Background: an optimization exercise with open tools, aiming at small area, a short achievable clock period and few clock cycles per item. Do not read the settings as production practice. In this exercise RTL edits were held to simulation tests only and were not proved equivalent to the original. Power and IR drop assume default switching activity.

== tundra ==
==> flow/design.v (excerpt) <==
module vpb_adpcm (
    input  wire               clk,
    input  wire               rst,
    input  wire               start,
    output wire               busy,
    input  wire        [15:0] count,
    input  wire       [255:0] coefs,      
    input  wire         [7:0] ps_in,
    input  wire signed [15:0] yn1_in,
    input  wire signed [15:0] yn2_in,
    input  wire               in_valid,
    output wire               in_ready,
    input  wire         [7:0] in_byte,
    output wire               out_valid,
    input  wire               out_ready,
    output wire signed [15:0] out_sample,
    output wire               done,
    output wire         [7:0] ps_out,
    output wire signed [15:0] yn1_out,
    output wire signed [15:0] yn2_out
);
    function [23:0] booth_enc(input [15:0] c);
        integer i;
        reg b2, b1, b0;
        begin
            for (i = 0; i < 8; i = i + 1) begin
                b2 = c[2*i+1];
                b1 = c[2*i];
                b0 = (i == 0) ? 1'b0 : c[2*i-1];
                booth_enc[i]      = b1 ^ b0;
                booth_enc[8 + i]  = (b2 & ~b1 & ~b0) | (~b2 & b1 & b0);
                booth_enc[16 + i] = b2 & ~(b1 & b0);
            end
        end
    endfunction
    reg               running;
    reg       [255:0] coef_r;
    reg        [15:0] a_left;      
    reg         [2:0] pos;         
    reg         [7:0] hn;          
    reg               hn_v;
    reg         [7:0] cur, nxt;    
    reg               cur_v, nxt_v;
    reg         [7:0] ps_a;        
    reg               fl;          
    reg         [3:0] j;           
    reg        [15:0] c2_r;
    wire       [23:0] c2_e = booth_enc(c2_r);
    reg        [32:0] p;           
    reg         [6:0] pc;
    reg        [15:0] c1_r;
    wire       [23:0] c1_e = booth_enc(c1_r);
    reg               pv, p_last;
    reg        [15:0] y1, y2;      
    reg               of_p, of_n;  
    reg               keep;        
    reg               ov, o_last;
    reg               done_r;
  ...
Size: about 2600 cells after synthesis, about 430 flip-flops, roughly 390 I/O pins, roughly 31000 sq um of cells after synthesis.
Settings: LEC_CHECK=0, CAP_MARGIN=20, CORE_MARGIN=2, CORE_UTILIZATION=55, PLACE_DENSITY=0.7, SLEW_MARGIN=20, SETUP_SLACK_MARGIN=11, BUFFER_PORTS_ARGS=-buffer_cell sky130_fd_sc_hd__buf_1, CTS_ARGS=-sink_clustering_enable -repair_clock_nets -buf_list sky130_fd_sc_hd__clkbuf_4 -dont_use_dummy_load; clock period 15.0 ns.
standard.sh (not shown) runs the stock make flow with config.mk's settings and CLKGATE_MAP_FILE= SYNTH_SCRIPT=/design/flow/synth_recipe.tcl, a recipe that flattens the netlist after the stock synthesis.
==> flow/flow/run.sh <==
#!/bin/bash
set -euo pipefail
cat >> config.mk <<'EOC'
export SETUP_SLACK_MARGIN = 11
export BUFFER_PORTS_ARGS = -buffer_cell sky130_fd_sc_hd__buf_1
export CTS_ARGS = -sink_clustering_enable -repair_clock_nets -buf_list sky130_fd_sc_hd__clkbuf_4 -dont_use_dummy_load
EOC
bash standard.sh > orfs_make.log 2>&1
Testbench counts of tundra, summed over its fixed seeds: cycles 39,048, samples 38,080.
#### Input delta (raven over tundra)
Settings: PLACE_DENSITY changed from 0.7 to 0.6; GPL_TIMING_DRIVEN newly set to 1; SETUP_SLACK_MARGIN changed from 11 to 10; CORE_UTILIZATION changed from 55 to 40.
-- flow/flow/run.sh --
<<< tundra, line 3
cat >> config.mk <<'EOC'
export SETUP_SLACK_MARGIN = 11
export BUFFER_PORTS_ARGS = -buffer_cell sky130_fd_sc_hd__buf_1
>>> raven, line 3
cat >> config.mk <<'EOC'
export SETUP_SLACK_MARGIN = 10
export GPL_TIMING_DRIVEN = 1
export BUFFER_PORTS_ARGS = -buffer_cell sky130_fd_sc_hd__buf_1
==> comparison <==
Diff tundra -> raven: flip-flop and latch share of the layout cell area up 1.4 points; design area lost 1700 sq um; fraction of power consumed by the clock network higher; overall power consumption went down.
Modified inputs, violet compared to raven
Settings: clearing GPL_TIMING_DRIVEN, which used to be 1.
-- flow/flow/run.sh --
<<< raven, line 4
export SETUP_SLACK_MARGIN = 10
export GPL_TIMING_DRIVEN = 1
export BUFFER_PORTS_ARGS = -buffer_cell sky130_fd_sc_hd__buf_1
>>> violet, line 4
export SETUP_SLACK_MARGIN = 10
export BUFFER_PORTS_ARGS = -buffer_cell sky130_fd_sc_hd__buf_1
--- outcome ---
violet: no failed stages, no open violations at the end. violet and raven ended up with nearly the same number of library cell types mapped by synthesis. Changes observed in violet relative to raven: sequential share of cell area has remained practically unchanged; global-route met1 utilization has remained practically unchanged; setup slack has remained practically unchanged; worst hold slack has remained practically unchanged. From raven to violet, detailed-routing wirelength on met1 did not move at all. [compare] base=raven new=violet: total design power now sits at about the same level, post-CTS setup buffer count flat.
[inputs] quartz vs violet
Settings: SETUP_SLACK_MARGIN: 10 -> 11; ABC_AREA: unset -> 1.
-- flow/flow/run.sh --
<<< violet, line 3
cat >> config.mk <<'EOC'
export SETUP_SLACK_MARGIN = 10
export BUFFER_PORTS_ARGS = -buffer_cell sky130_fd_sc_hd__buf_1
>>> quartz, line 3
cat >> config.mk <<'EOC'
export SETUP_SLACK_MARGIN = 11
export BUFFER_PORTS_ARGS = -buffer_cell sky130_fd_sc_hd__buf_1
## What came out
quartz: PASS, flow complete, no timing, DRC or antenna violations. On total area of sequential cells, quartz tracks violet almost exactly. In the tables for violet and quartz, mux cell area share after synthesis reads lower with quartz. The higher area of the multi-input gates came out of quartz. Post-route worst setup slack in quartz vs violet: down 0.028 ns. The routed wire length per instance of quartz falls short of that of violet by 0.65 microns.
Input changes introduced in garnet (baseline for comparison: quartz):
Settings: ABC_AREA no longer set, was 1.
--- outcome ---
quartz and garnet all finish clean.
Density: garnet sparser than quartz
Run comparison: quartz critical path capture point keep; garnet critical path capture point of_p
Compared with quartz, garnet shows number of stages on the worst setup path lower by 9.
Power in the clock group deteriorates in garnet relative to quartz.
On total detailed-routing wirelength, quartz loses to garnet.
[compare] base=quartz new=garnet: synthesized cell count moved down; time the final worst path needs with I/O delays and setup lost 0.059 ns.
NOTE die footprint quartz->garnet decreased slightly
The compound-cell area share of the yosys netlist of garnet falls short of that of quartz by 0.49 points.
quartz → garnet: total non-filler cell area in the finished layout saw a decrease, final clock period utilization by the worst path now smaller.
Compared with quartz, internal power component in garnet decreased by a little under 10%.

==> port drivers added, routing unchanged <==
The flow's constraints put no driver on any port. The routed layouts listed below were extracted and timed again, unchanged, in two steps. Step 1 assumes that a clkbuf_16 drives the clock port and a buf_2 every other input. Step 2 also shifts input and output timing later by t, the mid clock arrival at the registers, as if the neighbouring blocks saw the same clock. Slacks: ideal ports / drivers / drivers and shift; pairs: ideal ports / drivers.
| run | t, ns | setup WS [ns] | hold WS [ns] | worst setup path at the end | worst slew at a driven data input, ns |
|---|---|---|---|---|---|
| tundra | 0.883 | 9.524 / 9.524 / 9.388 | 0.476 / 0.476 / 0.476 | input to register | 0.11 |
| raven | 0.906 | 9.611 / 9.604 / 9.280 | 0.475 / 0.475 / 0.475 | input to register | 0.08 |
| violet | 0.906 | 9.611 / 9.604 / 9.280 | 0.475 / 0.475 / 0.475 | input to register | 0.08 |
| quartz | 0.875 | 9.583 / 9.583 / 9.583 | 0.398 / 0.398 / 0.398 | register to register | 0.09 |
| garnet | 0.912 | 9.642 / 9.642 / 9.642 | 0.375 / 0.375 / 0.375 | register to register | 0.09 |
After both steps every run listed still meets setup and hold.
